Source: an optimization exercise on an open RTL-to-GDS flow (aim: a short achievable clock period and few clock cycles). Production flows keep margins and buffers that such runs may drop.
Only simulation tests tie the RTL to the original design; equivalence was not proved.
No activity file was given, so power comes from the tool's default toggle rates.

==> design.v <==
module hmmm_core (
    input  wire        clk,
    input  wire        rst,           
    input  wire [8:0]  code_limit,
    input  wire [5:0]  exc_en,        
    input  wire [1:0]  ibp_en,
    input  wire [7:0]  ibp0_addr,
    input  wire [7:0]  ibp1_addr,
    input  wire        cmd_cont,
    input  wire        cmd_step,
    input  wire        cmd_pause,
    input  wire        in_valid,
    input  wire        in_eof,
    input  wire [15:0] in_data,
    output wire        out_valid,
    output wire [15:0] out_data,
    output reg         mem_req,
    output reg         mem_we,
    output reg  [7:0]  mem_addr,
    output wire [15:0] mem_wdata,
    input  wire        mem_ack,
    input  wire [15:0] mem_rdata,
    output wire [2:0]  state,
    output wire [3:0]  stop_reason,
    output wire [15:0] pc_out,
    output wire [1:0]  bp_hit,
    output wire        exc_valid,
    output wire [2:0]  exc_kind,
    output wire [15:0] exc_epc,
    output wire [15:0] exc_addr,
    input  wire [3:0]  dbg_sel,
    output wire [15:0] dbg_rdata
);
    localparam integer DSTEPS = 2;
    localparam [2:0] RS_READY   = 3'd0,
                     RS_RUNNING = 3'd1,
                     RS_PAUSED  = 3'd2,
                     RS_HALTED  = 3'd3,
                     RS_AWAIT   = 3'd4;
    localparam [3:0] SR_NONE      = 4'd0,
                     SR_PAUSE     = 4'd1,
                     SR_BREAK     = 4'd2,
                     SR_EXCEPTION = 4'd3,
                     SR_STEP      = 4'd4,
                     SR_HALT      = 4'd5,
                     SR_INPUT_END = 4'd6,
                     SR_FATAL     = 4'd7;
    localparam [2:0] EX_INVALID_INSTR = 3'd1,
                     EX_INVALID_MEM   = 3'd2,
                     EX_OUTSIDE_SEG   = 3'd3,
                     EX_CODE_READ     = 3'd4,
                     EX_CODE_WRITE    = 3'd5,
                     EX_DIV_ZERO      = 3'd6;
    localparam [2:0] PH_EX    = 3'd0,    
                     PH_MUL   = 3'd1,    
                     PH_DINIT = 3'd2,    
                     PH_DITER = 3'd3,    
                     PH_DFIN  = 3'd4,    
                     PH_FIN   = 3'd5;    
    reg [8:0]  cfg_cl;
    reg [5:0]  cfg_een;
    reg [1:0]  cfg_ben;
    reg [7:0]  cfg_b0, cfg_b1;
    always @(posedge clk) begin
        cfg_cl  <= code_limit;
        cfg_een <= exc_en;
        cfg_ben <= ibp_en;
        cfg_b0  <= ibp0_addr;
        cfg_b1  <= ibp1_addr;
    end
    function [16:0] kadd(input [15:0] a, input [15:0] b, input ci);
        reg [15:0] g, p, gg, pp;
        integer lv, n;
        begin
            g = a & b;
            p = a ^ b;
            gg = g;
            pp = p;
            gg[0] = g[0] | (p[0] & ci);
            for (lv = 0; lv < 4; lv = lv + 1) begin
                for (n = 15; n >= 1; n = n - 1) begin
                    if (n >= (1 << lv)) begin
                        gg[n] = gg[n] | (pp[n] & gg[n - (1 << lv)]);
                        pp[n] = pp[n] & pp[n - (1 << lv)];
                    end
                end
            end
            kadd = {gg[15], p ^ {gg[14:0], ci}};
        end
    endfunction
    function kge(input [15:0] a, input [15:0] b);
        reg [16:0] t;
        begin
            t = kadd(a, ~b, 1'b1);
            kge = t[16];
        end
    endfunction
    reg [2:0]  runstate;
    reg [3:0]  reason;
    reg [2:0]  phase;
    reg [15:0] pc;
    reg [15:0] ir;              
    reg        irv;
    reg [15:0] ir2;             
    reg        irv2;
    reg [15:0] regs [1:15];
    localparam integer CB = 5;
    localparam integer CN = 1 << CB;
    reg [15:0]   c_data [0:CN-1];
    reg [7-CB:0] c_tag  [0:CN-1];
    reg [CN-1:0] c_val;
    reg [7:0]  pf;              
    reg        sp_v;
    reg [7:0]  sp_a;
    reg [15:0] sp_d;
    wire [7:0] pf_ahead = pf - pc[7:0];
    wire       pf_want = !kge({8'd0, pf}, {7'd0, cfg_cl}) && (pf_ahead < (CN / 2));
    reg        exc_v;
    reg [2:0]  exc_k;
    reg [15:0] exc_pc;
    reg [15:0] exc_a;
    reg [1:0]  hit_ids;
    reg        suppress;
    reg        mask_latch_v;
    reg        mask_latch_w;    
    reg        pause_req;
    reg        step_mode;
    reg [3:0]  lx;              
    reg        o_valid;
    reg [15:0] o_data;
    reg [15:0] m_as, m_ac, m_bs, m_bc;    
    reg [15:0] dv_a;            
    reg [15:0] dv_b;            
    reg [15:0] dv_q;
    reg [3:0]  dv_cnt;          
    reg        dv_mod;
    reg        dv_qneg;
    reg        dv_rneg;
    reg [15:0] dv_y, dv_z;      
    reg        memo_v;
    reg [15:0] memo_y, memo_z, memo_q, memo_r;
    assign state       = runstate;
    assign stop_reason = reason;
    assign pc_out      = pc;
    assign bp_hit      = hit_ids;
    assign exc_valid   = exc_v;
    assign exc_kind    = exc_k;
    assign exc_epc     = exc_pc;
    assign exc_addr    = exc_a;
    reg [15:0] dbg_or;
    integer d;
    always @(*) begin
        dbg_or = 16'd0;
        for (d = 1; d < 16; d = d + 1)
            dbg_or = dbg_or | ({16{dbg_sel == d}} & regs[d]);
    end
    assign dbg_rdata   = dbg_or;
    assign out_valid = o_valid;
    assign out_data  = o_data;
    wire running = (runstate == RS_RUNNING);
    wire [3:0]  op  = ir[15:12];
    wire [3:0]  fx  = ir[11:8];
    wire [3:0]  fy  = ir[7:4];
    wire [3:0]  fz  = ir[3:0];
    wire [7:0]  fn  = ir[7:0];
    wire [15:0] sn  = {{8{fn[7]}}, fn};
    wire [15:0] rx = (fx == 4'd0) ? 16'd0 : regs[fx];
    wire [15:0] ry = (fy == 4'd0) ? 16'd0 : regs[fy];
    wire [15:0] rz = (fz == 4'd0) ? 16'd0 : regs[fz];
    wire is_sys    = (op == 4'h0);
    wire is_halt   = (ir == 16'h0000);
    wire is_read   = is_sys && (fn == 8'h01);
    wire is_write  = is_sys && (fn == 8'h02);
    wire is_jumpr  = is_sys && (fn == 8'h03);
    wire is_setn   = (op == 4'h1);
    wire is_loadn  = (op == 4'h2);
    wire is_storen = (op == 4'h3);
    wire is_memr   = (op == 4'h4);
    wire is_loadr  = is_memr && (fz == 4'h0);
    wire is_storer = is_memr && (fz == 4'h1);
    wire is_popr   = is_memr && (fz == 4'h2);
    wire is_pushr  = is_memr && (fz == 4'h3);
    wire is_addn   = (op == 4'h5);
    wire is_add    = (op == 4'h6);
    wire is_sub    = (op == 4'h7);
    wire is_mul    = (op == 4'h8);
    wire is_div    = (op == 4'h9);
    wire is_mod    = (op == 4'hA);
    wire is_call   = (op == 4'hB);
    wire is_jeqz   = (op == 4'hC);
    wire is_jnez   = (op == 4'hD);
    wire is_jgtz   = (op == 4'hE);
    wire is_jltz   = (op == 4'hF);
    wire valid_instr = is_halt || is_read || is_write || is_jumpr ||
                       (op != 4'h0 && op != 4'h4) ||
                       (is_memr && fz[3:2] == 2'b00);
    wire        is_mem_op    = is_loadn || is_storen || (is_memr && fz[3:2] == 2'b00);
    wire        mem_is_write = is_storen || is_storer || is_pushr;
    wire        mem_direct   = is_loadn || is_storen;
    wire [16:0] ry_dec_c     = kadd(ry, 16'hFFFF, 1'b0);
    wire [16:0] ry_inc_c     = kadd(ry, 16'd0, 1'b1);
    wire [15:0] ry_dec       = ry_dec_c[15:0];
    wire [15:0] ry_inc       = ry_inc_c[15:0];
    wire [15:0] mem_ea       = mem_direct ? {8'd0, fn} : is_popr ? ry_dec : ry;
    reg [15:0] q_hi, q_zero, q_256, q_lt, q_le;
    reg [7:0]  q_dec [0:15];
    integer j;
    always @(*) begin
        q_hi[0] = 1'b0; q_zero[0] = 1'b1; q_256[0] = 1'b0;
        q_lt[0] = (cfg_cl != 9'd0); q_le[0] = 1'b1; q_dec[0] = 8'hFF;
        for (j = 1; j < 16; j = j + 1) begin
            q_hi[j]   = (regs[j][15:8] != 8'd0);
            q_zero[j] = (regs[j] == 16'd0);
            q_256[j]  = (regs[j] == 16'd256);
            q_lt[j]   = !kge(regs[j], {7'd0, cfg_cl});
            q_le[j]   = kge({7'd0, cfg_cl}, regs[j]);
            q_dec[j]  = regs[j][7:0] - 8'd1;
        end
    end
    reg [7:0]   q_ea [0:15];
    integer j3;
    always @(*) begin
        q_ea[0] = is_popr ? 8'hFF : 8'h00;
        for (j3 = 1; j3 < 16; j3 = j3 + 1)
            q_ea[j3] = is_popr ? q_dec[j3] : regs[j3][7:0];
    end
    wire [7:0]  mem_ea8      = mem_direct ? fn : q_ea[fy];
    wire        ry_hi        = q_hi[fy];
    wire        ry_zero      = q_zero[fy];
    wire        mem_oor      = !mem_direct && (is_popr ? (ry_zero || (ry_hi && !q_256[fy])) : ry_hi);
    wire        fn_in_code   = !kge({8'd0, fn}, {7'd0, cfg_cl});
    wire        ry_lt_cl     = q_lt[fy];
    wire        ry_le_cl     = q_le[fy];
    wire        mem_in_code  = mem_direct ? fn_in_code :
                               is_popr ? (!ry_zero && ry_le_cl) : ry_lt_cl;
    wire        mask_en      = mem_is_write ? cfg_een[EX_CODE_WRITE - 1] : cfg_een[EX_CODE_READ - 1];
    wire        latched      = mask_latch_v && (mask_latch_w == mem_is_write);
    wire        mask_stop    = mem_in_code && mask_en && !suppress && !latched;
    wire        mp_r = cfg_een[EX_CODE_READ - 1] && !suppress && !(mask_latch_v && !mask_latch_w);
    wire        mp_w = cfg_een[EX_CODE_WRITE - 1] && !suppress && !(mask_latch_v && mask_latch_w);
    reg [15:0]  ok_r, ok_w, ok_p;
    integer j2;
    always @(*) begin
        for (j2 = 0; j2 < 16; j2 = j2 + 1) begin
            ok_r[j2] = !q_hi[j2] && !(q_lt[j2] && mp_r);
            ok_w[j2] = !q_hi[j2] && !(q_lt[j2] && mp_w);
            ok_p[j2] = !(q_zero[j2] || (q_hi[j2] && !q_256[j2])) &&
                       !(!q_zero[j2] && q_le[j2] && mp_r);
        end
    end
    wire        fn_ok_r = !(fn_in_code && mp_r);
    wire        fn_ok_w = !(fn_in_code && mp_w);
    wire        acc_go  = is_loadn ? fn_ok_r : is_storen ? fn_ok_w :
                          is_popr ? ok_p[fy] : mem_is_write ? ok_w[fy] : ok_r[fy];
    wire [16:0] pc_inc_c = kadd(pc, 16'd0, 1'b1);
    wire [15:0] pc_inc  = pc_inc_c[15:0];
    wire rx_zero = (rx == 16'd0);
    wire take_branch = (is_jeqz && rx_zero) ||
                       (is_jnez && !rx_zero) ||
                       (is_jgtz && !rx[15] && !rx_zero) ||
                       (is_jltz && rx[15]);
    wire [1:0] ibp_match = {cfg_ben[1] && (pc == {8'd0, cfg_b1}),
                            cfg_ben[0] && (pc == {8'd0, cfg_b0})};
    wire [16:0] neg_y = kadd(~ry, 16'd0, 1'b1);
    wire [16:0] neg_z = kadd(~rz, 16'd0, 1'b1);
    wire [15:0] abs_y = ry[15] ? neg_y[15:0] : ry;
    wire [15:0] abs_z = rz[15] ? neg_z[15:0] : rz;
    wire [16:0] alu_addn = kadd(rx, sn, 1'b0);
    wire [16:0] alu_add  = kadd(ry, rz, 1'b0);
    wire [16:0] alu_sub  = kadd(ry, ~rz, 1'b1);
    wire [15:0] alu_res = is_setn ? sn :
                          is_addn ? alu_addn[15:0] :
                          is_add  ? alu_add[15:0] :
                          is_sub  ? alu_sub[15:0] :
                                    pc_inc;       
    function [4:0] msb16(input [15:0] v);
        integer k;
        begin
            msb16 = 5'd0;
            for (k = 0; k < 16; k = k + 1)
                if (v[k]) msb16 = k[4:0];
        end
    endfunction
    wire [4:0]  dv_la = msb16(dv_a);
    wire [4:0]  dv_lb = msb16(dv_b);
    wire        dv_small = (dv_a == 16'd0) || (dv_la < dv_lb);    
    wire [3:0]  dv_s = dv_la[3:0] - dv_lb[3:0];
    wire [4:0]  ex_ly    = msb16(ry);
    wire [4:0]  ex_lz    = msb16(rz);
    wire        ex_pos   = !ry[15] && !rz[15];
    wire        ex_small = (ry == 16'd0) || (ex_ly < ex_lz);
    wire [3:0]  ex_s     = ex_ly[3:0] - ex_lz[3:0];
    wire        memo_hit = memo_v && (ry == memo_y) && (rz == memo_z);
    wire        ex_dv_now = memo_hit || (ex_pos && ex_small);
    wire [15:0] ex_dv_res = memo_hit ? (is_mod ? memo_r : memo_q) : (is_mod ? ry : 16'd0);
    reg [15:0] it_r, it_q, it_b;
    reg [16:0] it_t;
    integer k;
    always @(*) begin
        it_r = dv_a;
        it_q = dv_q;
        it_b = dv_b;
        for (k = 0; k < DSTEPS; k = k + 1) begin
            if (k <= dv_cnt) begin
                it_t = kadd(it_r, ~it_b, 1'b1);
                if (it_t[16]) begin
                    it_r = it_t[15:0];
                    it_q = {it_q[14:0], 1'b1};
                end else begin
                    it_q = {it_q[14:0], 1'b0};
                end
                it_b = {1'b0, it_b[15:1]};
            end
        end
    end
    wire it_done = (dv_cnt < DSTEPS);
    wire dv_neg  = dv_mod ? dv_rneg : dv_qneg;
    wire [15:0] dv_fin_pos = dv_mod ? dv_a : dv_q;
    wire [16:0] dv_fin_n = kadd(~dv_fin_pos, 16'd0, 1'b1);
    wire [15:0] dv_fin = dv_neg ? dv_fin_n[15:0] : dv_fin_pos;
    function [31:0] csa(input [15:0] a, input [15:0] b, input [15:0] c);
        csa = {a ^ b ^ c, ((a & b) | (a & c) | (b & c)) << 1};
    endfunction
    function [31:0] csa8(input [15:0] y, input [7:0] z, input integer sh);
        reg [15:0] p0, p1, p2, p3, p4, p5, p6, p7;
        reg [31:0] t1a, t1b, t2a, t2b, t3, t4;
        begin
            p0 = z[0] ? (y << (sh + 0)) : 16'd0;
            p1 = z[1] ? (y << (sh + 1)) : 16'd0;
            p2 = z[2] ? (y << (sh + 2)) : 16'd0;
            p3 = z[3] ? (y << (sh + 3)) : 16'd0;
            p4 = z[4] ? (y << (sh + 4)) : 16'd0;
            p5 = z[5] ? (y << (sh + 5)) : 16'd0;
            p6 = z[6] ? (y << (sh + 6)) : 16'd0;
            p7 = z[7] ? (y << (sh + 7)) : 16'd0;
            t1a = csa(p0, p1, p2);
            t1b = csa(p3, p4, p5);
            t2a = csa(t1a[31:16], t1a[15:0], t1b[31:16]);
            t2b = csa(t1b[15:0], p6, p7);
            t3  = csa(t2a[31:16], t2a[15:0], t2b[31:16]);
            t4  = csa(t3[31:16], t3[15:0], t2b[15:0]);
            csa8 = t4;
        end
    endfunction
    wire [31:0] mul_lo = csa8(ry, rz[7:0], 0);
    wire [31:0] mul_hi = csa8(ry, rz[15:8], 8);
    wire [31:0] mul_t1 = csa(m_as, m_ac, m_bs);
    wire [31:0] mul_t2 = csa(mul_t1[31:16], mul_t1[15:0], m_bc);
    wire [16:0] mul_sum = kadd(mul_t2[31:16], mul_t2[15:0], 1'b0);
    wire [15:0] mul_res = mul_sum[15:0];
    wire pc_in_seg = !kge(pc, {7'd0, cfg_cl});
    wire ex_phase = running && (phase == PH_EX);
    wire fetching = ex_phase && !irv;
    wire ex_start = ex_phase && irv && !pause_req &&
                    pc_in_seg && !(ibp_match != 2'b00 && !suppress);
    wire acc_ok   = ex_start && is_mem_op && acc_go;
    wire acc_done = acc_ok && mem_ack;
    wire st_done  = acc_done && mem_is_write;
    assign mem_wdata = rx;
    wire port_data = ex_phase && irv && is_mem_op;
    wire port_pf   = !fetching && !port_data;
    wire pf_fill   = port_pf && pf_want && mem_ack;
    always @(*) begin
        mem_req  = !rst;
        mem_we   = ex_start && (is_storen ? fn_ok_w : (is_storer || is_pushr) && ok_w[fy]);
        mem_addr = fetching ? pc[7:0] : port_data ? mem_ea8 : pf;
    end
    wire [7:0]  lka1 = pc_inc[7:0];    
    wire        lkf1 = pf_fill && (pf == lka1);
    wire        lks1 = st_done && (mem_ea8 == lka1);
    wire        lkp1 = sp_v && (sp_a == lka1);
    wire [15:0] lkd1 = lks1 ? rx : lkp1 ? sp_d : lkf1 ? mem_rdata : c_data[lka1[CB-1:0]];
    wire        lkh1 = lks1 || lkp1 || lkf1 || (c_val[lka1[CB-1:0]] && (c_tag[lka1[CB-1:0]] == lka1[7:CB]));
    wire [7:0]  lka5 = pc_inc[7:0] + 8'd1;    
    wire        lkf5 = pf_fill && (pf == lka5);
    wire        lks5 = st_done && (mem_ea8 == lka5);
    wire        lkp5 = sp_v && (sp_a == lka5);
    wire [15:0] lkd5 = lks5 ? rx : lkp5 ? sp_d : lkf5 ? mem_rdata : c_data[lka5[CB-1:0]];
    wire        lkh5 = lks5 || lkp5 || lkf5 || (c_val[lka5[CB-1:0]] && (c_tag[lka5[CB-1:0]] == lka5[7:CB]));
    wire [7:0]  lka2 = fn;    
    wire        lkf2 = pf_fill && (pf == lka2);
    wire        lks2 = st_done && (mem_ea8 == lka2);
    wire        lkp2 = sp_v && (sp_a == lka2);
    wire [15:0] lkd2 = lks2 ? rx : lkp2 ? sp_d : lkf2 ? mem_rdata : c_data[lka2[CB-1:0]];
    wire        lkh2 = lks2 || lkp2 || lkf2 || (c_val[lka2[CB-1:0]] && (c_tag[lka2[CB-1:0]] == lka2[7:CB]));
    wire [7:0]  lka6 = fn + 8'd1;
    wire        lkf6 = pf_fill && (pf == lka6);
    wire        lks6 = st_done && (mem_ea8 == lka6);
    wire        lkp6 = sp_v && (sp_a == lka6);
    wire [15:0] lkd6 = lks6 ? rx : lkp6 ? sp_d : lkf6 ? mem_rdata : c_data[lka6[CB-1:0]];
    wire        lkh6 = lks6 || lkp6 || lkf6 || (c_val[lka6[CB-1:0]] && (c_tag[lka6[CB-1:0]] == lka6[7:CB]));
    wire [7:0]  lka3 = rx[7:0];    
    wire        lkf3 = pf_fill && (pf == lka3);
    wire        lks3 = st_done && (mem_ea8 == lka3);
    wire        lkp3 = sp_v && (sp_a == lka3);
    wire [15:0] lkd3 = lks3 ? rx : lkp3 ? sp_d : lkf3 ? mem_rdata : c_data[lka3[CB-1:0]];
    wire        lkh3 = lks3 || lkp3 || lkf3 || (c_val[lka3[CB-1:0]] && (c_tag[lka3[CB-1:0]] == lka3[7:CB]));
    wire [7:0]  lka4 = ir2[7:0];    
    wire        lkf4 = pf_fill && (pf == lka4);
    wire        lks4 = st_done && (mem_ea8 == lka4);
    wire        lkp4 = sp_v && (sp_a == lka4);
    wire [15:0] lkd4 = lks4 ? rx : lkp4 ? sp_d : lkf4 ? mem_rdata : c_data[lka4[CB-1:0]];
    wire        lkh4 = lks4 || lkp4 || lkf4 || (c_val[lka4[CB-1:0]] && (c_tag[lka4[CB-1:0]] == lka4[7:CB]));
    wire [7:0]  lka8 = ir2[7:0] + 8'd1;
    wire        lkf8 = pf_fill && (pf == lka8);
    wire        lks8 = st_done && (mem_ea8 == lka8);
    wire        lkp8 = sp_v && (sp_a == lka8);
    wire [15:0] lkd8 = lks8 ? rx : lkp8 ? sp_d : lkf8 ? mem_rdata : c_data[lka8[CB-1:0]];
    wire        lkh8 = lks8 || lkp8 || lkf8 || (c_val[lka8[CB-1:0]] && (c_tag[lka8[CB-1:0]] == lka8[7:CB]));
    wire [15:0] seq_d = lks1 ? rx : irv2 ? ir2 : lkd1;
    wire        seq_h = lks1 || irv2 || lkh1;
    integer i;
    reg        rf_we;
    reg [3:0]  rf_wa;
    reg [15:0] rf_wd;
    task write_reg(input [3:0] r, input [15:0] v);
        begin
            rf_we = 1'b1;
            rf_wa = r;
            rf_wd = v;
        end
    endtask
    always @(*) begin
        rf_we = 1'b0;
        rf_wa = lx;
        rf_wd = 16'd0;
        if (runstate == RS_AWAIT) begin
            if (in_valid && !in_eof)
                write_reg(lx, in_data);
        end else if (running) begin
            case (phase)
            PH_EX: begin
                if (ex_start) begin
                    if (is_setn || is_addn || is_add || is_sub || is_call)
                        write_reg(fx, alu_res);
                    else if ((is_loadn || is_loadr || is_popr) && acc_done)
                        write_reg(fx, mem_rdata);
                    else if ((is_div || is_mod) && rz != 16'd0 && ex_dv_now)
                        write_reg(fx, ex_dv_res);
                end
            end
            PH_MUL:   write_reg(lx, mul_res);
            PH_DINIT: if (dv_small && !(dv_mod && dv_rneg)) write_reg(lx, dv_mod ? dv_a : 16'd0);
            PH_DITER: if (it_done && !dv_neg) write_reg(lx, dv_mod ? it_r : it_q);
            PH_DFIN:  write_reg(lx, dv_fin);
            default: ;
            endcase
        end
    end
    wire ry_we = acc_done && (is_pushr || is_popr);
    wire [15:0] ry_wd = is_pushr ? ry_inc : ry_dec;
    wire        inc_bp = (cfg_ben[1] && pc_inc == {8'd0, cfg_b1}) ||
                         (cfg_ben[0] && pc_inc == {8'd0, cfg_b0});
    wire        fold_c  = irv2 && !lks1 && (ir2[15:12] == 4'hB) && !step_mode &&
                          (pc_inc[8:0] != cfg_cl) && !inc_bp && !pause_req && !cmd_pause;
    wire [3:0]  fold_x     = ir2[11:8];
    wire        simple_seq = ex_start &&
                             (((is_setn || is_addn || is_add || is_sub) && fx != fold_x) ||
                              ((is_jeqz || is_jnez || is_jgtz || is_jltz) && !take_branch));
    wire        fold_lk    = fold_c && (fold_x != 4'd0) && simple_seq;
    wire [16:0] pc_inc2_c  = kadd(pc, 16'd1, 1'b1);
    wire        p2_we = ry_we || fold_lk;
    wire [3:0]  p2_wa = fold_lk ? fold_x : fy;
    wire [15:0] p2_wd = fold_lk ? pc_inc2_c[15:0] : ry_wd;
    always @(posedge clk) begin
        if (rst) begin
            for (i = 1; i < 16; i = i + 1)
                regs[i] <= 16'd0;
        end else begin
            for (i = 1; i < 16; i = i + 1) begin
                if (rf_we && rf_wa == i)
                    regs[i] <= rf_wd;
                else if (p2_we && p2_wa == i)
                    regs[i] <= p2_wd;
            end
        end
    end
    always @(posedge clk) begin
        if (rst) begin
            c_val <= {CN{1'b0}};
            sp_v  <= 1'b0;
            sp_a  <= 8'd0;
            sp_d  <= 16'd0;
        end else begin
            sp_v <= st_done;
            sp_a <= mem_ea8;
            sp_d <= rx;
            if (sp_v && c_tag[sp_a[CB-1:0]] == sp_a[7:CB])
                c_data[sp_a[CB-1:0]] <= sp_d;
            if (fetching && mem_ack) begin
                c_val[pc[CB-1:0]]  <= 1'b1;
                c_tag[pc[CB-1:0]]  <= pc[7:CB];
                c_data[pc[CB-1:0]] <= mem_rdata;
            end else if (pf_fill) begin
                c_val[pf[CB-1:0]]  <= 1'b1;
                c_tag[pf[CB-1:0]]  <= pf[7:CB];
                c_data[pf[CB-1:0]] <= mem_rdata;
            end
        end
    end
    task finish(input [15:0] next_pc, input [15:0] next_ir, input next_irv,
                input [15:0] next_ir2, input next_irv2);
        begin
            pc   <= next_pc;
            ir   <= next_ir;
            irv  <= next_irv;
            ir2  <= next_ir2;
            irv2 <= next_irv2;
            if (next_pc != pc)
                mask_latch_v <= 1'b0;
            suppress <= 1'b0;
            phase <= PH_EX;
            if (step_mode) begin
                runstate <= RS_PAUSED;
                reason   <= SR_STEP;
                hit_ids  <= 2'b00;
            end
        end
    endtask
    task fatal(input [2:0] kind, input [15:0] addr);
        begin
            exc_v    <= 1'b1;
            exc_k    <= kind;
            exc_pc   <= pc;
            exc_a    <= addr;
            runstate <= RS_HALTED;
            reason   <= cfg_een[kind - 3'd1] ? SR_EXCEPTION : SR_FATAL;
            hit_ids  <= 2'b00;
            phase    <= PH_EX;
        end
    endtask
    always @(posedge clk) begin
        if (rst)
            pf <= 8'd0;
        else if (fetching && mem_ack)
            pf <= pc[7:0] + 8'd1;
        else if (pf_fill)
            pf <= pf + 8'd1;
    end
    wire        fold_ok = fold_c && ((fold_x == 4'd0) || fold_lk);
    task finish_seq;
        begin
            if (fold_ok) begin
                pc   <= {8'd0, ir2[7:0]};
                ir   <= lkd4;
                irv  <= lkh4;
                ir2  <= lkd8;
                irv2 <= lkh8;
                mask_latch_v <= 1'b0;
                suppress <= 1'b0;
                phase <= PH_EX;
            end else begin
                finish(pc_inc, seq_d, seq_h, lkd5, lkh5);
            end
        end
    endtask
    always @(posedge clk) begin
        if (rst) begin
            runstate     <= RS_READY;
            reason       <= SR_NONE;
            phase        <= PH_EX;
            pc           <= 16'd0;
            ir           <= 16'd0;
            irv          <= 1'b0;
            ir2          <= 16'd0;
            irv2         <= 1'b0;
            exc_v        <= 1'b0;
            exc_k        <= 3'd0;
            exc_pc       <= 16'd0;
            exc_a        <= 16'd0;
            hit_ids      <= 2'b00;
            suppress     <= 1'b0;
            mask_latch_v <= 1'b0;
            mask_latch_w <= 1'b0;
            pause_req    <= 1'b0;
            step_mode    <= 1'b0;
            lx           <= 4'd0;
            o_valid      <= 1'b0;
            o_data       <= 16'd0;
            m_as         <= 16'd0;
            m_ac         <= 16'd0;
            m_bs         <= 16'd0;
            m_bc         <= 16'd0;
            dv_a         <= 16'd0;
            dv_b         <= 16'd0;
            dv_q         <= 16'd0;
            dv_cnt       <= 4'd0;
            dv_mod       <= 1'b0;
            dv_qneg      <= 1'b0;
            dv_rneg      <= 1'b0;
            dv_y         <= 16'd0;
            dv_z         <= 16'd0;
            memo_v       <= 1'b0;
            memo_y       <= 16'd0;
            memo_z       <= 16'd0;
            memo_q       <= 16'd0;
            memo_r       <= 16'd0;
        end else begin
            o_valid <= 1'b0;
            if (cmd_pause)
                pause_req <= 1'b1;
            case (runstate)
            RS_READY, RS_PAUSED: begin
                if (cmd_cont || cmd_step) begin
                    step_mode <= cmd_step;
                    if (reason == SR_BREAK || reason == SR_EXCEPTION || reason == SR_STEP)
                        suppress <= 1'b1;
                    runstate <= RS_RUNNING;
                    phase    <= PH_EX;
                end
            end
            RS_AWAIT: begin
                if (in_valid) begin
                    if (in_eof) begin
                        runstate <= RS_HALTED;
                        reason   <= SR_INPUT_END;
                        hit_ids  <= 2'b00;
                    end else begin
                        runstate <= RS_RUNNING;
                        finish_seq;
                    end
                end
            end
            RS_RUNNING: begin
                case (phase)
                PH_EX: begin
                    if (!irv) begin
                        if (mem_ack) begin
                            ir   <= mem_rdata;
                            irv  <= 1'b1;
                            ir2  <= lkd1;
                            irv2 <= lkh1;
                        end
                    end else if (pause_req) begin
                        pause_req <= 1'b0;
                        runstate  <= RS_PAUSED;
                        reason    <= SR_PAUSE;
                        hit_ids   <= 2'b00;
                    end else if (!pc_in_seg) begin
                        fatal(EX_OUTSIDE_SEG, pc);
                    end else if (ibp_match != 2'b00 && !suppress) begin
                        runstate <= RS_PAUSED;
                        reason   <= SR_BREAK;
                        hit_ids  <= ibp_match;
                    end else begin
                        lx <= fx;
                        if (!valid_instr) begin
                            fatal(EX_INVALID_INSTR, 16'd0);
                        end else if (is_mem_op) begin
                            if (mem_oor) begin
                                fatal(EX_INVALID_MEM, mem_ea);
                            end else if (mask_stop) begin
                                exc_v        <= 1'b1;
                                exc_k        <= mem_is_write ? EX_CODE_WRITE : EX_CODE_READ;
                                exc_pc       <= pc;
                                exc_a        <= mem_ea;
                                mask_latch_v <= 1'b1;
                                mask_latch_w <= mem_is_write;
                                runstate     <= RS_PAUSED;
                                reason       <= SR_EXCEPTION;
                                hit_ids      <= 2'b00;
                            end else if (mem_ack) begin
                                finish_seq;
                            end
                        end else if (is_div || is_mod) begin
                            if (rz == 16'd0) begin
                                fatal(EX_DIV_ZERO, 16'd0);
                            end else if (ex_dv_now) begin
                                finish_seq;
                            end else if (ex_pos) begin
                                dv_a    <= ry;
                                dv_b    <= rz << ex_s;
                                dv_cnt  <= ex_s;
                                dv_q    <= 16'd0;
                                dv_y    <= ry;
                                dv_z    <= rz;
                                dv_mod  <= is_mod;
                                dv_qneg <= 1'b0;
                                dv_rneg <= 1'b0;
                                phase   <= PH_DITER;
                            end else begin
                                dv_y    <= ry;
                                dv_z    <= rz;
                                dv_a    <= abs_y;
                                dv_b    <= abs_z;
                                dv_mod  <= is_mod;
                                dv_qneg <= ry[15] ^ rz[15];
                                dv_rneg <= ry[15];
                                phase   <= PH_DINIT;
                            end
                        end else if (is_mul) begin
                            m_as  <= mul_lo[31:16];
                            m_ac  <= mul_lo[15:0];
                            m_bs  <= mul_hi[31:16];
                            m_bc  <= mul_hi[15:0];
                            phase <= PH_MUL;
                        end else if (is_halt) begin
                            runstate <= RS_HALTED;
                            reason   <= SR_HALT;
                            hit_ids  <= 2'b00;
                        end else if (is_read) begin
                            runstate <= RS_AWAIT;
                        end else if (is_write) begin
                            o_valid <= 1'b1;
                            o_data  <= rx;
                            if (step_mode)
                                phase <= PH_FIN;
                            else
                                finish_seq;
                        end else if (is_jumpr) begin
                            finish(rx, lkd3, lkh3, 16'd0, 1'b0);
                        end else if (is_call || take_branch) begin
                            finish({8'd0, fn}, lkd2, lkh2, lkd6, lkh6);
                        end else begin
                            finish_seq;
                        end
                    end
                end
                PH_MUL: begin
                    finish_seq;
                end
                PH_DINIT: begin
                    if (dv_small) begin
                        dv_q <= 16'd0;
                        if (dv_mod && dv_rneg)
                            phase <= PH_DFIN;
                        else
                            finish_seq;
                    end else begin
                        dv_b   <= dv_b << dv_s;
                        dv_cnt <= dv_s;
                        dv_q   <= 16'd0;
                        phase  <= PH_DITER;
                    end
                end
                PH_DITER: begin
                    dv_a   <= it_r;
                    dv_q   <= it_q;
                    dv_b   <= it_b;
                    dv_cnt <= dv_cnt - DSTEPS[3:0];
                    if (it_done) begin
                        if (!dv_qneg && !dv_rneg) begin
                            memo_v <= 1'b1;
                            memo_y <= dv_y;
                            memo_z <= dv_z;
                            memo_q <= it_q;
                            memo_r <= it_r;
                        end
                        if (dv_neg)
                            phase <= PH_DFIN;
                        else
                            finish_seq;
                    end
                end
                PH_DFIN: begin
                    finish_seq;
                end
                PH_FIN: begin
                    finish_seq;
                end
                default: phase <= PH_EX;
                endcase
            end
            default: ;   
            endcase
        end
    end
endmodule
==> flow/run.sh <==
#!/bin/bash
set -euo pipefail
read -r CM CT GM GT < flow/repair.txt
bash standard.sh synth floorplan place > flow_1_synth_place.log 2>&1
bash standard.sh SETUP_SLACK_MARGIN="$CM" TNS_END_PERCENT="$CT" cts > flow_2_cts.log 2>&1
bash standard.sh SETUP_SLACK_MARGIN="$GM" TNS_END_PERCENT="$GT" finish > flow_3_route_finish.log 2>&1
==> flow/repair.txt <==
6 0 6 0
==> standard.sh <==
#!/bin/bash
# synth_recipe.tcl (not shown) runs the flow's synth.tcl, then flattens the netlist and writes it again
# the make line also repeats each setting of config.mk as NAME=value (left out here)
make -C /OpenROAD-flow-scripts/flow DESIGN_CONFIG=/design/flow/config.mk WORK_HOME=/design/flow/orfs CLKGATE_MAP_FILE= SYNTH_SCRIPT=/design/flow/synth_recipe.tcl "${@:-finish}"
==> config.mk <==
export PLATFORM = sky130hd
export DESIGN_NAME = hmmm_core
export DESIGN_NICKNAME = hmmm_core
export VERILOG_FILES = /design/flow/design.v
export SDC_FILE = /design/flow/constraint.sdc
export NUM_CORES = 4
export LEC_CHECK = 0
export ABC_CLOCK_PERIOD_IN_PS = 3000
export CAP_MARGIN = 20
export CORE_MARGIN = 2
export CORE_UTILIZATION = 35
export SLEW_MARGIN = 20
==> constraint.sdc <==
create_clock -name core_clock -period 12.0 [get_ports {clk}]
set_input_delay 2.4000 -clock core_clock [delete_from_list [all_inputs] [get_ports {clk}]]
set_output_delay 2.4000 -clock core_clock [all_outputs]
set_load 0.01 [all_outputs]
==> results of run 1 <==
through the flow:
stage | power, uW | worst slack (ps)
global route | 49200 | 4840
floorplan | 27000 | 5460
global placement | 39800 | 3210
finish | 48900 | 4380
detailed placement | 39800 | 3150
CTS | 46100 | 4980
registers in the layout (all words and copies together), names as in the netlist, 32 cells and up, named ones only:
| name | flops |
|---|---|
| c_data | 512 |
| regs | 240 |
| c_tag | 96 |
| c_val | 32 |
final cells by class:
cell class | count | area [sq um]
fill | 37100 | 225000
multi-input combinational | 11300 | 95800
sequential | 1270 | 31600
timing repair buffer | 1051 | 9490
tap | 4994 | 6250
clock buffer | 223 | 4600
inverter | 392 | 1530
clock inverter | 69 | 787
antenna | 116 | 290
worst max-delay path, stage by stage, from the launching register on:
cell and delay [ps]:
dfxtp_1 1030, inv_2 650, ha_1 390, a21oi_1 140
o21a_1 140, o211ai_1 400, nand2_1 200, a31oi_1 140
nor3_1 720, o211a_1 520, nor3_2 180, a21oi_1 740
nand2_1 810, mux2i_1 440, inv_1 410, o21ai_0 430
a31oi_1 180
Yosys cell counts, types with 40 or more instances:
cell	n
a222oi_1	48
or4_1	48
nor2_1	1180
buf_2	249
xnor2_1	402
ha_1	428
mux2i_1	564
and2_1	81
o211ai_1	75
and3_1	156
edfxtp_1	608
nor3_1	240
o21ai_0	528
a211oi_1	377
fa_1	91
clkbuf_1	917
a32oi_1	40
a311oi_1	147
buf_1	217
dfxtp_1	662
a22oi_1	167
inv_1	354
o31ai_1	44
nand2b_1	111
or3_1	77
xor2_1	106
mux2_2	329
nand3b_1	43
nand3_1	295
a21o_1	87
nand4_1	113
nor2b_1	83
nand2_1	2160
a221oi_1	80
a21oi_1	784
a31oi_1	143
a22o_1	56
nor4_1	138
o21a_1	44
o221ai_1	49
o22ai_1	133
mux4_2	1234
what timing repair did:
item                       in CTS  in global routing
hold buffers                    0                  0
gates cloned                   12                  4
gates resized for setup       389                 99
pin swaps                      49                 33
setup endpoints to repair    1607               1525
buffers inserted              101                 45
worst min-delay path by stage:
stage,slack (ps),endpoint,startpoint,cells after the start
2_1_floorplan,430,memo_y[10],dv_y[10],2
3_3_place_gp,440,memo_z[2],dv_z[2],2
3_5_place_dp,440,memo_y[9],dv_y[9],2
4_1_cts,450,memo_z[10],dv_z[10],2
5_1_grt,470,memo_y[9],dv_y[9],2
6_report,450,memo_y[2],dv_y[2],2
metal layers:
metal  GRT usage [%]  wire (microns)  vias up
li1                -               -    54200
met1            48.3          279000    69700
met2            57.5          329000    14200
met3            22.1          137000     4531
met4            38.2           96100       62
met5            1.44             887        -
kinds of logic after synthesis:
family	count (synthesis)	synth area share, %
AND/OR/NAND/NOR	4945	17.1
AO/OA/AOI/OAI	3168	16.3
flip-flops	1270	23.9
XOR/XNOR	511	3.43
adder cells (fa/ha/maj)	519	5.44
multiplexers	2132	28.2
buffers and inverters	1823	5.60
where the power goes:
part	switching [uW]	internal, uW
combinational	24800	13100
sequential	698	4970
clock	2330	2950
==> flow_summary.ini, run 1 <==
[timing]
maxSlewViolCount = 2
finalCritPeriodShare_pct = 63.5
worstMarginPinSlew_ps = 1520
finClkSkew_ps = 88.1
setup_viol = 0
relSlewSlack_pct = -2.53
fmax_ghz = 0.131
whs_ps = 448
fin_tns_setup_ps = 0
fin_crit_ps = 7620
hold_viol_final = 0
rsz0062_at_grt = yes

[drt]
vias_per_cell = 7.36
vias = 143000
drc_errors = 0
dr.pass1.iters = 13
drt_wl_total_microns = 843000
wl_per_cell_microns = 43.5
drt-initial-drc-count = 27100
antenna_left = 0

[run_status]
status = complete, but fails checks
so_faults = max-capacitance violations, max-slew violations

[final_layout]
layout.nets = 14800
layout_common_cells = nand2_1, mux4_2, nor2_1
final_area_sq_um = 150000
final_common_cell = nand2_1
finish.utilization_pct = 40.1
layout.cells.non_filler = 19400
drive_gt1_share_pct = 23.0
area_delta_synth_final_pct = 14.0

[clock_network]
clock_sinks = 1270
cts-root-buf = clkbuf_16
tritoncts = yes
clk_path_buf_depth = 4
clkTransAtPathRegs_ps = 60
clk-insertion-delay-late_ps = 980
h-tree-depth = 4
cts_made_buffers = 163

[die]
start_util_pct = 35.1
die_x_microns = 618
die_h_microns = 618
io_pins = 197
core.rowCount = 225
die_area_sq_um = 382000
core_sq_um = 375000

[logic_synthesis]
yosysUniqueCellTypes = 131
synth_nets = 15000
ys_ff_latch = 1270
synth_area_per_cell_sq_um = 9.17
synth-main-ff-cell = dfxtp_1
synth_area_sq_um = 132000
synth_edf_count = 608
synth_area_leaders = mux4_2, edfxtp_1, dfxtp_1
synthCells = 14400
ys_warn_count = 20
yosysTopAreaCell = mux4_2
synth_top_area_share_pct = 21.1
async_flop_share_pct = 0
synth-seq-area-share_pct = 23.9

[power_and_ir_drop]
vdd_drop_max_uv = 618
p_leak_uw = 0.0519
power_density_nw_per_um2 = 325

[flow_run]
maxCapViolations = 1

[setup_path]
cp.required_ps = 12810
crit_start = regs[2][7]
reg2reg_from = regs[2][7]
critPathKind = register to register
r2r_cells = 16
critPathMaxFanout = 14
r2r_setup_slack_ps = 4380
arrival_ps = 8430
endpoint_kind = register
start_kind = register

[placed_design]
place_inst = 18800
gp_congestion = 1.11
hpwl_microns = 563000
port_buffers = 196
placed_area_sq_um = 141000

[global_routing]
grt_overflow = 0
grt_max_degree = 183
grt_usage_pct = 42.6
grt_pass1_vias = 129000
grt_pass1_wl_microns = 1130000
antenna_found_initial = 126

[hold_path]
hold_path.class = register to register
Testbench counts, summed over its fixed seeds: cycles 28,963.
==> inputs of run 2 (changes only) <==
--- a/design.v
+++ b/design.v
@@ -113,6 +113,9 @@
     reg        sp_v;
     reg [7:0]  sp_a;
     reg [15:0] sp_d;
+    reg        fl_v;
+    reg [7:0]  fl_a;
+    reg [15:0] fl_d;
     wire [7:0] pf_ahead = pf - pc[7:0];
     wire       pf_want = !kge({8'd0, pf}, {7'd0, cfg_cl}) && (pf_ahead < (CN / 2));
     reg        exc_v;
@@ -369,44 +372,51 @@
     wire        lkf1 = pf_fill && (pf == lka1);
     wire        lks1 = st_done && (mem_ea8 == lka1);
     wire        lkp1 = sp_v && (sp_a == lka1);
-    wire [15:0] lkd1 = lks1 ? rx : lkp1 ? sp_d : lkf1 ? mem_rdata : c_data[lka1[CB-1:0]];
-    wire        lkh1 = lks1 || lkp1 || lkf1 || (c_val[lka1[CB-1:0]] && (c_tag[lka1[CB-1:0]] == lka1[7:CB]));
+    wire        lkq1 = fl_v && (fl_a == lka1);
+    wire [15:0] lkd1 = lks1 ? rx : lkp1 ? sp_d : lkq1 ? fl_d : lkf1 ? mem_rdata : c_data[lka1[CB-1:0]];
+    wire        lkh1 = lks1 || lkp1 || lkq1 || lkf1 || (c_val[lka1[CB-1:0]] && (c_tag[lka1[CB-1:0]] == lka1[7:CB]));
     wire [7:0]  lka5 = pc_inc[7:0] + 8'd1;    
     wire        lkf5 = pf_fill && (pf == lka5);
     wire        lks5 = st_done && (mem_ea8 == lka5);
     wire        lkp5 = sp_v && (sp_a == lka5);
-    wire [15:0] lkd5 = lks5 ? rx : lkp5 ? sp_d : lkf5 ? mem_rdata : c_data[lka5[CB-1:0]];
-    wire        lkh5 = lks5 || lkp5 || lkf5 || (c_val[lka5[CB-1:0]] && (c_tag[lka5[CB-1:0]] == lka5[7:CB]));
+    wire        lkq5 = fl_v && (fl_a == lka5);
+    wire [15:0] lkd5 = lks5 ? rx : lkp5 ? sp_d : lkq5 ? fl_d : lkf5 ? mem_rdata : c_data[lka5[CB-1:0]];
+    wire        lkh5 = lks5 || lkp5 || lkq5 || lkf5 || (c_val[lka5[CB-1:0]] && (c_tag[lka5[CB-1:0]] == lka5[7:CB]));
     wire [7:0]  lka2 = fn;    
     wire        lkf2 = pf_fill && (pf == lka2);
     wire        lks2 = st_done && (mem_ea8 == lka2);
     wire        lkp2 = sp_v && (sp_a == lka2);
-    wire [15:0] lkd2 = lks2 ? rx : lkp2 ? sp_d : lkf2 ? mem_rdata : c_data[lka2[CB-1:0]];
-    wire        lkh2 = lks2 || lkp2 || lkf2 || (c_val[lka2[CB-1:0]] && (c_tag[lka2[CB-1:0]] == lka2[7:CB]));
+    wire        lkq2 = fl_v && (fl_a == lka2);
+    wire [15:0] lkd2 = lks2 ? rx : lkp2 ? sp_d : lkq2 ? fl_d : lkf2 ? mem_rdata : c_data[lka2[CB-1:0]];
+    wire        lkh2 = lks2 || lkp2 || lkq2 || lkf2 || (c_val[lka2[CB-1:0]] && (c_tag[lka2[CB-1:0]] == lka2[7:CB]));
     wire [7:0]  lka6 = fn + 8'd1;
     wire        lkf6 = pf_fill && (pf == lka6);
     wire        lks6 = st_done && (mem_ea8 == lka6);
     wire        lkp6 = sp_v && (sp_a == lka6);
-    wire [15:0] lkd6 = lks6 ? rx : lkp6 ? sp_d : lkf6 ? mem_rdata : c_data[lka6[CB-1:0]];
-    wire        lkh6 = lks6 || lkp6 || lkf6 || (c_val[lka6[CB-1:0]] && (c_tag[lka6[CB-1:0]] == lka6[7:CB]));
+    wire        lkq6 = fl_v && (fl_a == lka6);
+    wire [15:0] lkd6 = lks6 ? rx : lkp6 ? sp_d : lkq6 ? fl_d : lkf6 ? mem_rdata : c_data[lka6[CB-1:0]];
+    wire        lkh6 = lks6 || lkp6 || lkq6 || lkf6 || (c_val[lka6[CB-1:0]] && (c_tag[lka6[CB-1:0]] == lka6[7:CB]));
     wire [7:0]  lka3 = rx[7:0];    
     wire        lkf3 = pf_fill && (pf == lka3);
     wire        lks3 = st_done && (mem_ea8 == lka3);
     wire        lkp3 = sp_v && (sp_a == lka3);
-    wire [15:0] lkd3 = lks3 ? rx : lkp3 ? sp_d : lkf3 ? mem_rdata : c_data[lka3[CB-1:0]];
-    wire        lkh3 = lks3 || lkp3 || lkf3 || (c_val[lka3[CB-1:0]] && (c_tag[lka3[CB-1:0]] == lka3[7:CB]));
+    wire        lkq3 = fl_v && (fl_a == lka3);
+    wire [15:0] lkd3 = lks3 ? rx : lkp3 ? sp_d : lkq3 ? fl_d : lkf3 ? mem_rdata : c_data[lka3[CB-1:0]];
+    wire        lkh3 = lks3 || lkp3 || lkq3 || lkf3 || (c_val[lka3[CB-1:0]] && (c_tag[lka3[CB-1:0]] == lka3[7:CB]));
     wire [7:0]  lka4 = ir2[7:0];    
     wire        lkf4 = pf_fill && (pf == lka4);
     wire        lks4 = st_done && (mem_ea8 == lka4);
     wire        lkp4 = sp_v && (sp_a == lka4);
-    wire [15:0] lkd4 = lks4 ? rx : lkp4 ? sp_d : lkf4 ? mem_rdata : c_data[lka4[CB-1:0]];
-    wire        lkh4 = lks4 || lkp4 || lkf4 || (c_val[lka4[CB-1:0]] && (c_tag[lka4[CB-1:0]] == lka4[7:CB]));
+    wire        lkq4 = fl_v && (fl_a == lka4);
+    wire [15:0] lkd4 = lks4 ? rx : lkp4 ? sp_d : lkq4 ? fl_d : lkf4 ? mem_rdata : c_data[lka4[CB-1:0]];
+    wire        lkh4 = lks4 || lkp4 || lkq4 || lkf4 || (c_val[lka4[CB-1:0]] && (c_tag[lka4[CB-1:0]] == lka4[7:CB]));
     wire [7:0]  lka8 = ir2[7:0] + 8'd1;
     wire        lkf8 = pf_fill && (pf == lka8);
     wire        lks8 = st_done && (mem_ea8 == lka8);
     wire        lkp8 = sp_v && (sp_a == lka8);
-    wire [15:0] lkd8 = lks8 ? rx : lkp8 ? sp_d : lkf8 ? mem_rdata : c_data[lka8[CB-1:0]];
-    wire        lkh8 = lks8 || lkp8 || lkf8 || (c_val[lka8[CB-1:0]] && (c_tag[lka8[CB-1:0]] == lka8[7:CB]));
+    wire        lkq8 = fl_v && (fl_a == lka8);
+    wire [15:0] lkd8 = lks8 ? rx : lkp8 ? sp_d : lkq8 ? fl_d : lkf8 ? mem_rdata : c_data[lka8[CB-1:0]];
+    wire        lkh8 = lks8 || lkp8 || lkq8 || lkf8 || (c_val[lka8[CB-1:0]] && (c_tag[lka8[CB-1:0]] == lka8[7:CB]));
     wire [15:0] seq_d = lks1 ? rx : irv2 ? ir2 : lkd1;
     wire        seq_h = lks1 || irv2 || lkh1;
     integer i;
@@ -454,9 +464,7 @@
     wire        fold_c  = irv2 && !lks1 && (ir2[15:12] == 4'hB) && !step_mode &&
                           (pc_inc[8:0] != cfg_cl) && !inc_bp && !pause_req && !cmd_pause;
     wire [3:0]  fold_x     = ir2[11:8];
-    wire        simple_seq = ex_start &&
-                             (((is_setn || is_addn || is_add || is_sub) && fx != fold_x) ||
-                              ((is_jeqz || is_jnez || is_jgtz || is_jltz) && !take_branch));
+    wire        simple_seq = ex_start && (is_setn || is_addn || is_add || is_sub) && (fx != fold_x);
     wire        fold_lk    = fold_c && (fold_x != 4'd0) && simple_seq;
     wire [16:0] pc_inc2_c  = kadd(pc, 16'd1, 1'b1);
     wire        p2_we = ry_we || fold_lk;
@@ -481,20 +489,22 @@
             sp_v  <= 1'b0;
             sp_a  <= 8'd0;
             sp_d  <= 16'd0;
+            fl_v  <= 1'b0;
+            fl_a  <= 8'd0;
+            fl_d  <= 16'd0;
         end else begin
             sp_v <= st_done;
             sp_a <= mem_ea8;
             sp_d <= rx;
+            fl_v <= (fetching && mem_ack) || pf_fill;
+            fl_a <= fetching ? pc[7:0] : pf;
+            fl_d <= mem_rdata;
             if (sp_v && c_tag[sp_a[CB-1:0]] == sp_a[7:CB])
                 c_data[sp_a[CB-1:0]] <= sp_d;
-            if (fetching && mem_ack) begin
-                c_val[pc[CB-1:0]]  <= 1'b1;
-                c_tag[pc[CB-1:0]]  <= pc[7:CB];
-                c_data[pc[CB-1:0]] <= mem_rdata;
-            end else if (pf_fill) begin
-                c_val[pf[CB-1:0]]  <= 1'b1;
-                c_tag[pf[CB-1:0]]  <= pf[7:CB];
-                c_data[pf[CB-1:0]] <= mem_rdata;
+            if (fl_v) begin
+                c_val[fl_a[CB-1:0]]  <= 1'b1;
+                c_tag[fl_a[CB-1:0]]  <= fl_a[7:CB];
+                c_data[fl_a[CB-1:0]] <= fl_d;
             end
         end
     end
==> run 2 against run 1 <==
Net effect: worst setup slack better by 98 ps; hold slack better by 1.7 ps; largest cell class unchanged; clock-buffer cell count down 12; clock skew up 34 ps; sequential share of layout area down 0.30 points; maximum frequency up 1.3%; the layout still fails its checks (max-capacitance violations, max-slew violations); critical path type is now register to output pin; highest routed layer unchanged; die area up 1.9%.
==> flow_summary.ini, run 2 <==
[run_status]
status = complete, but fails checks
so_faults = max-capacitance violations, max-slew violations

[setup_path]
cp.required_ps = 9600
arrival_ps = 5130
cpMaxStageDelayCell = nor4_1
path_buf_inv = 1
endpoint_kind = output pin
critPathKind = register to output pin
critPathMaxFanout = 6
critPathMaxStageDelay_ps = 810
start_kind = register
path_cells = nor4_1, nand2_2, nor2_1, a21oi_1, o2111ai_1, a21boi_0, nand3b_1, a211oi_4, buf_2
crit_family = simple AND/OR/NAND/NOR gates

[final_layout]
layout.nets = 14900
layout.cells.non_filler = 19500
layout_common_cells = nand2_1, mux4_2, nor2_1
nFillCells = 37900
finish.utilization_pct = 40.5
final_common_cell = nand2_1
largest_register_ff_count = 512
area_delta_synth_final_pct = 15.4
drive_gt1_share_pct = 25.1

[timing]
setup_viol = 0
fin_tns_setup_ps = 0
rsz0062_at_grt = yes
hold_viol_final = 0
fmax_ghz = 0.133
setup_slack_ps = 4470
fin_crit_ps = 7530
worstMarginPinSlew_ps = 1510
relSlewSlack_pct = -1.61
maxSlewViolCount = 4
finClkSkew_ps = 122
finalCritPeriodShare_pct = 62.7

[logic_synthesis]
synth_area_per_cell_sq_um = 9.35
synth_nets = 15000
yosysUniqueCellTypes = 121
async_flop_share_pct = 0
synth-main-ff-cell = dfxtp_1
yosysTopAreaCell = mux4_2
synth_area_sq_um = 134000
synth-seq-area-share_pct = 23.8
ys_warn_count = 20
synth_edf_count = 608
synth_top_area_share_pct = 20.7
netlist_top_cells_count = nand2_1, mux4_2, nor2_1
synthCells = 14400
synth_area_leaders = mux4_2, edfxtp_1, dfxtp_1
yosysMostFrequentCell = nand2_1
ys_ff_latch = 1295

[drt]
drt-initial-drc-count = 25300
vias = 145000
vias_per_cell = 7.43
antenna_left = 0
wl_per_cell_microns = 47.5
drc_errors = 0
drt_wl_total_microns = 928000
dr.pass1.iters = 9

[global_routing]
grt_overflow = 0
grt_pass1_wl_microns = 1220000
antenna_found_initial = 121
grt_max_degree = 140
grt_usage_pct = 45.9
grt_pass1_vias = 132000

[placed_design]
post-place-ws_ps = 2920
place_inst = 18900
port_buffers = 196
gp_congestion = 1.07
hpwl_microns = 629000

[clock_network]
clock_sinks = 1295
clk-insertion-delay-late_ps = 990
tritoncts = yes
h-tree-depth = 4
cts_made_buffers = 174
clkTransAtPathRegs_ps = 60
clk_path_buf_depth = 4
cts-root-buf = clkbuf_16
cts_hold_buffers = 0

[die]
core_sq_um = 382000
die_x_microns = 623
die_area_sq_um = 389000
core.rowCount = 227
die_h_microns = 623
start_util_pct = 35.1
io_pins = 197

[power_and_ir_drop]
power_density_nw_per_um2 = 329
vdd_drop_max_uv = 917
p_leak_uw = 0.0528

[hold_path]
hold_path.class = register to register

[flow_run]
maxCapViolations = 1
[run 2: cell count changes in the layout (fill, tap and decap cells not counted), moves of 29 or more]
cell / change
nand2_1: -637
mux2_2: +156
o21ai_0: +132
o211ai_1: +94
a311oi_1: -84
buf_4: +76
nor2b_1: +59
a221oi_1: +55
a21oi_1: +42
inv_1: +41
nand3_1: +29
[run 2: worst reg2reg max path, stage by stage (launching register included)]
cell	delay, ps
dfxtp_4	430
bufbuf_16	360
nand2_2	300
buf_4	460
or4_1	270
o32ai_1	100
buf_4	200
nor4_1	990
nor4_2	110
buf_4	250
or4_1	700
nand3_1	760
o22ai_1	340
o21a_1	270
nor2_4	450
buf_4	760
mux2i_1	400
nor2_1	50
[run 2: what timing repair did]
action / in CTS / in global routing
pin swaps: 70 / 36
setup endpoints to repair: 526 / 512
buffers inserted: 156 / 26
gates resized for setup: 426 / 118
cloned: 24 / 2
[run 2: power breakdown]
part	switching [uW]	total (uW)	internal, uW
sequential	677	5680	5000
combinational	26300	39600	13400
clock	2480	5620	3140
[run 2: final timing paths]
path,startpoint,to,slack (ps),cells past startpoint
setup reg to reg,ir[5],exc_pc[11],4570,17
setup / recovery,regs[11][12],mem_we,4470,9
hold / removal,dv_z[8],memo_z[8],450,2
hold reg to reg,dv_z[8],memo_z[8],450,2
[run 2: metrics by stage]
stage	instance area (sq um)	hold slack [ps]	total power (uW)
3_3_place_gp	144000	440	41200
3_5_place_dp	144000	445	41200
5_1_grt	155000	469	51200
6_report	155000	449	50900
2_1_floorplan	134000	431	26800
4_1_cts	154000	450	48100
[run 2: cell type report]
class                      instances  area, sq um  share of cell area, %
antenna                           96          240                  0.155
timing repair buffer            1143        10700                   6.89
multi-input combinational      11200        98100                   63.3
clock inverter                   106         1120                  0.724
sequential                      1295        32100                   20.7
clock buffer                     211         4680                   3.02
inverter                         432         1730                   1.12
tap                             5038         6300                   4.07
[run 2: kinds of logic after synthesis]
logic type      count (synthesis)  synth area share (%)
simple gates                 4391                  15.3
compound gates               3472                  17.5
buf+inv                      1862                  5.59
flops                        1295                  23.8
mux                          2290                  29.0
fa+ha+maj                     518                  5.33
xor+xnor                      535                  3.49
[run 2: per-layer routing]
layer | part of all wire (%) | vias to the layer above | global-route usage [%]
met1 | 34 | 72000 | 53.6
li1 | - | 55000 | -
met3 | 15 | 4144 | 20.3
met4 | 11 | 44 | 41.0
met5 | 0.053 | - | 0.284
met2 | 40 | 13900 | 62.9
Testbench counts of run 2, summed over its fixed seeds: cycles 28,963.
==> inputs of run 3 (changes only) <==
==> flow/repair.txt (replaced) <==
6 0 5 100
==> run 3 against run 2 <==
Net effect: clock-buffer cell count stayed put; largest cell class unchanged; synthesized cell count unchanged; still fails the layout checks on max-capacitance violations, max-slew violations; core utilization up 0.30 points; critical path type unchanged.
==> flow_summary.ini, run 3 <==
[global_routing]
grt_pass1_vias = 132000
grt_overflow = 0
grt_max_degree = 140
grt_pass1_wl_microns = 1220000
grt_usage_pct = 45.9
antenna_found_initial = 115

[clock_network]
clk_path_buf_depth = 4
clk-insertion-delay-late_ps = 990
clock_sinks = 1295
cts_hold_buffers = 0
cts-root-buf = clkbuf_16
tritoncts = yes
clkTransAtPathRegs_ps = 60
cts_made_buffers = 174
h-tree-depth = 4

[logic_synthesis]
synth_edf_count = 608
ys_warn_count = 20
ys_ff_latch = 1295
synth_nets = 15000
synth-seq-area-share_pct = 23.8
synth_area_leaders = mux4_2, edfxtp_1, dfxtp_1
yosysTopAreaCell = mux4_2
netlist_top_cells_count = nand2_1, mux4_2, nor2_1
synth_area_sq_um = 134000
synthCells = 14400
yosysMostFrequentCell = nand2_1
async_flop_share_pct = 0
synth_area_per_cell_sq_um = 9.35
yosysUniqueCellTypes = 121
synth-main-ff-cell = dfxtp_1
synth_top_area_share_pct = 20.7

[power_and_ir_drop]
vdd_drop_max_uv = 936
p_leak_uw = 0.0532
power_density_nw_per_um2 = 329

[setup_path]
r2r-end = regs[12][10]
crit_family = simple AND/OR/NAND/NOR gates
critPathMaxStageDelay_ps = 800
path_buf_inv = 1
r2r_setup_slack_ps = 4750
crit_start = regs[4][12]
reg2reg_from = regs[12][2]
cp.required_ps = 9600
critPathMaxFanout = 6
cpMaxStageDelayCell = nor4_4
path_cells = nor4_4, nand2_1, o31ai_2, a22oi_1, a21oi_2, nand4_1, nand3b_1, a211oi_4, buf_2
arrival_ps = 4970
critPathKind = register to output pin
start_kind = register
r2r_cells = 19
endpoint_kind = output pin

[timing]
worstMarginPinSlew_ps = 1490
rsz0062_at_grt = yes
finClkSkew_ps = 117
finalCritPeriodShare_pct = 61.5
fin_tns_setup_ps = 0
fmax_ghz = 0.136
setup_viol = 0
fin_crit_ps = 7370
relSlewSlack_pct = -2.31
setup_slack_ps = 4630
hold_viol_final = 0
maxSlewViolCount = 1

[die]
die_h_microns = 623
start_util_pct = 35.1
io_pins = 197
die_area_sq_um = 389000
core_sq_um = 382000
die_x_microns = 623
core.rowCount = 227

[final_layout]
largest_register_ff_count = 512
final_area_sq_um = 156000
drive_gt1_share_pct = 25.8
final_common_cell = nand2_1
layout.nets = 14900
layout_common_cells = nand2_1, mux4_2, nor2_1
area_delta_synth_final_pct = 16.3

[drt]
antenna_left = 0
drt-initial-drc-count = 25300
wl_per_cell_microns = 47.6
dr.pass1.iters = 10
vias = 146000
vias_per_cell = 7.46
drt_wl_total_microns = 932000
drc_errors = 0

[placed_design]
hpwl_microns = 629000
placed_area_sq_um = 144000
gp_congestion = 1.07
port_buffers = 196
post-place-ws_ps = 2920

[hold_path]
hold_path.class = register to register
worstHoldEndpoint = memo_z[8]
min-delay-start = dv_z[8]
hold_depth = 2

[flow_run]
maxCapViolations = 1

[run_status]
status = complete, but fails checks
so_faults = max-capacitance violations, max-slew violations
## run 3: cell types whose count changed in the layout (fill, tap and decap cells not counted), sizes merged
| cell | delta |
|---|---|
| clkinvlp | +3 |
| or4b | +2 |
| buf | +53 |
| o31a | +1 |
| diode | -7 |
| clkinv | -1 |
| clkbuf | +8 |
| dlygate4sd2 | -2 |
| bufbuf | -4 |
| inv | -2 |
## run 3: layer usage
metal | global-route usage, % | vias up | wire, microns
li1 | - | 55100 | -
met1 | 53.6 | 72200 | 319000
met2 | 62.9 | 14400 | 368000
met3 | 20.3 | 4308 | 140000
met4 | 41.0 | 44 | 105000
met5 | 0.284 | - | 440
## run 3: tightest hold or removal path, stage by stage, from the launching register on
cell	delay [ps]
dfxtp_1	310
nand2_1	50
a21oi_1	50
## run 3: power by group
| group | switching, uW | internal, uW | total [uW] |
|---|---|---|---|
| combinational | 26500 | 13600 | 40200 |
| sequential | 664 | 5000 | 5670 |
| clock | 2480 | 3140 | 5620 |
## run 3: cells by family after synthesis
kind of cell	count (synthesis)	synth area share [%]
AOI/OAI and AO/OA	3472	17.5
xor gates and xnor gates	535	3.49
adders and majority gates	518	5.33
buffers and inverters	1862	5.59
DFF	1295	23.8
muxes	2290	29.0
and+or+nand+nor	4391	15.3
## run 3: metrics by stage
stage	utilization, %	hold slack [ps]	power [uW]	cells
after floorplan	-	431	26800	14400
after global placement	37.7	440	41200	18900
after detailed placement	37.7	445	41200	18900
after CTS	40.3	450	48100	19400
after global routing	40.8	469	51700	19500
final	40.8	449	51400	19600
## run 3: worst max path at each step
stage	end	slack, ps	cells past startpoint
floorplan	regs[12][0]	5240	33
global placement	mem_addr[6]	2950	11
detailed placement	mem_addr[6]	2920	11
CTS	mem_addr[7]	4870	13
global route	mem_addr[4]	4880	12
finish	mem_we	4630	9
## run 3: timing repair
action	CTS	global route
pin swaps	70	79
cloned	24	10
setup endpoints to repair	526	417
setup buffers	156	76
resized for setup	426	254
## run 3: final cells by class
cell class,count,area [sq um]
tap,5038,6300
timing repair buffer,1198,11400
clock buffer,211,4680
sequential,1295,32100
antenna,89,223
fill,37800,226000
clock inverter,106,1120
multi-input combinational,11200,98600
inverter,432,1740
==> inputs of run 4 (changes only) <==
--- a/config.mk
+++ b/config.mk
@@ -6,7 +6,7 @@
 export NUM_CORES = 4
 export LEC_CHECK = 0
 export ABC_CLOCK_PERIOD_IN_PS = 3000
-export CAP_MARGIN = 20
+export CAP_MARGIN = 40
 export CORE_MARGIN = 2
 export CORE_UTILIZATION = 35
-export SLEW_MARGIN = 20
+export SLEW_MARGIN = 40
==> run 4 against run 3 <==
Net effect: now clean on timing, DRC and antenna; register-to-register slack got worse by 50 ps; via count decreased by 0.36%; critical path type unchanged; area after synthesis unchanged; critical path depth unchanged; clock skew decreased by 22 ps.
==> flow_summary.ini, run 4 <==
[run_status]
status = finished clean

[setup_path]
r2r_cells = 17
arrival_ps = 5050
reg2reg_from = ir[11]
crit_start = regs[12][14]
cp.required_ps = 9600
start_kind = register
path_cells = nor4_4, nand2_1, nor3_1, a221oi_1, nand2_1, nand4_1, nand3b_1, a211oi_4, buf_2
r2r_setup_slack_ps = 4700
critPathMaxStageDelay_ps = 770
critical_path.endpoint = mem_we
crit_top_cell = nand2_1
critPathMaxFanout = 6
crit_family = simple AND/OR/NAND/NOR gates
endpoint_kind = output pin
r2r-end = ir[6]
crit_cells = 9
critPathKind = register to output pin
path_buf_inv = 1
cpMaxStageDelayCell = nor4_4

[clock_network]
cts_made_buffers = 171
h-tree-depth = 4
clock_sinks = 1295
clk-insertion-delay-late_ps = 990
cts-root-buf = clkbuf_16
tritoncts = yes
clk_path_buf_depth = 4
clkTransAtPathRegs_ps = 60

[logic_synthesis]
netlist_top_cells_count = nand2_1, mux4_2, nor2_1
ys_ff_latch = 1295
synth_area_sq_um = 134000
synth_edf_count = 608
synth-main-ff-cell = dfxtp_1
async_flop_share_pct = 0
synthCells = 14400
ys_warn_count = 20
synth_area_per_cell_sq_um = 9.35
yosysMostFrequentCell = nand2_1
synth_area_leaders = mux4_2, edfxtp_1, dfxtp_1
yosysTopAreaCell = mux4_2
synth-seq-area-share_pct = 23.8
synth_nets = 15000
yosysUniqueCellTypes = 121
synth_top_area_share_pct = 20.7

[placed_design]
placed_area_sq_um = 145000
gp_congestion = 1.07
hpwl_microns = 630000
port_buffers = 196

[power_and_ir_drop]
totalPowerFinal_uw = 51200
power_density_nw_per_um2 = 328
p_leak_uw = 0.0533
vdd_drop_max_uv = 539

[drt]
vias_per_cell = 7.43
drt_wl_total_microns = 927000
drc_errors = 0
antenna_left = 0
wl_per_cell_microns = 47.3
drt-initial-drc-count = 25400
dr.pass1.iters = 10
vias = 146000

[die]
die_h_microns = 623
core.rowCount = 227
start_util_pct = 35.1
core_sq_um = 382000
die_area_sq_um = 389000
die_x_microns = 623
io_pins = 197

[global_routing]
antenna_found_initial = 127
grt_usage_pct = 45.8
grt_max_degree = 140
grt_pass1_wl_microns = 1220000
grt_overflow = 0
grt_pass1_vias = 132000

[final_layout]
area_delta_synth_final_pct = 16.3
final_common_cell = nand2_1
layout.nets = 14900
largest_register_ff_count = 512
layout_common_cells = nand2_1, mux4_2, nor2_1
final_area_sq_um = 156000
drive_gt1_share_pct = 25.9

[timing]
rsz0062_at_grt = yes
finClkSkew_ps = 95.4
fin_tns_setup_ps = 0
setup_viol = 0
maxSlewViolCount = 0
fin_crit_ps = 7450
finalCritPeriodShare_pct = 62.1
worstMarginPinSlew_ps = 1110
fmax_ghz = 0.134
hold_viol_final = 0
relSlewSlack_pct = 26.1

[flow_run]
maxCapViolations = 0

[hold_path]
min-delay-start = dv_z[0]
hold_path.class = register to register
==> run 4: worst min-delay path by stage <==
stage	endpoint	slack (ps)	cells after the start
global route	memo_y[11]	460	2
detailed placement	o_data[2]	450	2
global placement	memo_y[15]	440	2
finish	memo_z[0]	450	2
CTS	memo_z[0]	440	2
floorplan	m_as[2]	430	2
==> run 4: where the power goes <==
group | switching (uW) | leakage [uW] | internal, uW | total (uW)
clock | 2470 | 0.00282 | 3210 | 5680
sequential | 653 | 0.0112 | 5000 | 5650
combinational | 26400 | 0.0392 | 13500 | 39800
==> run 4: cell families after synthesis <==
family | synth area share [%]
AND/OR/NAND/NOR | 15.3
flip-flops | 23.8
adder cells (fa/ha/maj) | 5.33
AO/OA/AOI/OAI | 17.5
multiplexers | 29.0
XOR/XNOR | 3.49
buffers and inverters | 5.59
==> run 4: layout make-up <==
| class | instances | area [sq um] |
|---|---|---|
| clock buffers | 217 | 4670 |
| well taps | 5038 | 6300 |
| diodes | 104 | 260 |
| repair buffers | 1187 | 11300 |
| flip-flops and latches | 1295 | 32100 |
| inverters | 432 | 1740 |
| clock inverters | 95 | 1160 |
| multi-input cells | 11200 | 98600 |
| fillers | 37500 | 226000 |
==> run 4: worst register-to-register path, cell delays in order (launching register included) <==
cell and delay, ps:
dfxtp_4 600, buf_12 360, inv_1 90, buf_4 250, o21ai_0 520, and4_1 310
a21o_4 530, buf_6 500, buf_6 570, buf_4 610, mux2i_1 150, a221oi_1 370
o21a_1 170, o221ai_1 140, nor3b_1 250, o311ai_0 770, o211ai_1 410, a211oi_2 530
==> run 4: through the flow <==
step                      utilization, %  hold WS, ps  cells  setup WS [ps]
final                               40.9          445  19600           4550
after global routing                40.8          460  19500           4930
after CTS                           40.3          444  19400           4910
after detailed placement            37.9          445  18900           3480
after global placement              37.7          440  18900           2950
after floorplan                        -          431  14400           5240
==> run 4: per-layer routing <==
metal | vias to the layer above | global-route usage, % | routed length, microns
met4 | 98 | 40.7 | 103000
met1 | 72300 | 53.5 | 318000
met3 | 4164 | 20.0 | 137000
met2 | 13900 | 63.1 | 368000
li1 | 55100 | - | -
met5 | - | 0.395 | 1070
==> run 4: what timing repair did <==
item / in CTS / in global routing
hold buffers: 0 / 0
gates cloned: 18 / 4
setup buffers: 142 / 49
gates resized for setup: 380 / 221
hold endpoints to repair: 0 / 0
pin swaps: 69 / 61
setup endpoints to repair: 519 / 393

separate check: timing with driven ports:
In the flow no input, the clock included, has a driving cell. The finished layouts below were timed again as built, in two steps.
Step 1, drivers: a clkbuf_16 drives clk and a buf_2 each remaining input, both assumed.
Step 2 also shifts input and output timing later by t, the mid clock arrival at the registers, as if the neighbouring blocks saw the same clock.
Three values: ideal ports, drivers, drivers and shift; two values: the first two.
run	t, ns	slack for setup (ns)	clock arrival spread, ns	cell pins on the clock port's net
run 1	1.058	4.376 / 4.376 / 3.658	0.088 / 0.088	1
run 2	1.048	4.474 / 4.359 / 3.973	0.128 / 0.128	1
run 3	1.043	4.626 / 4.512 / 3.892	0.120 / 0.120	1
run 4	1.051	4.550 / 4.435 / 3.953	0.102 / 0.102	1
For run 3, which loses most, drivers alone change the setup slack by -0.114 ns; drivers and shift together by -0.734 ns.
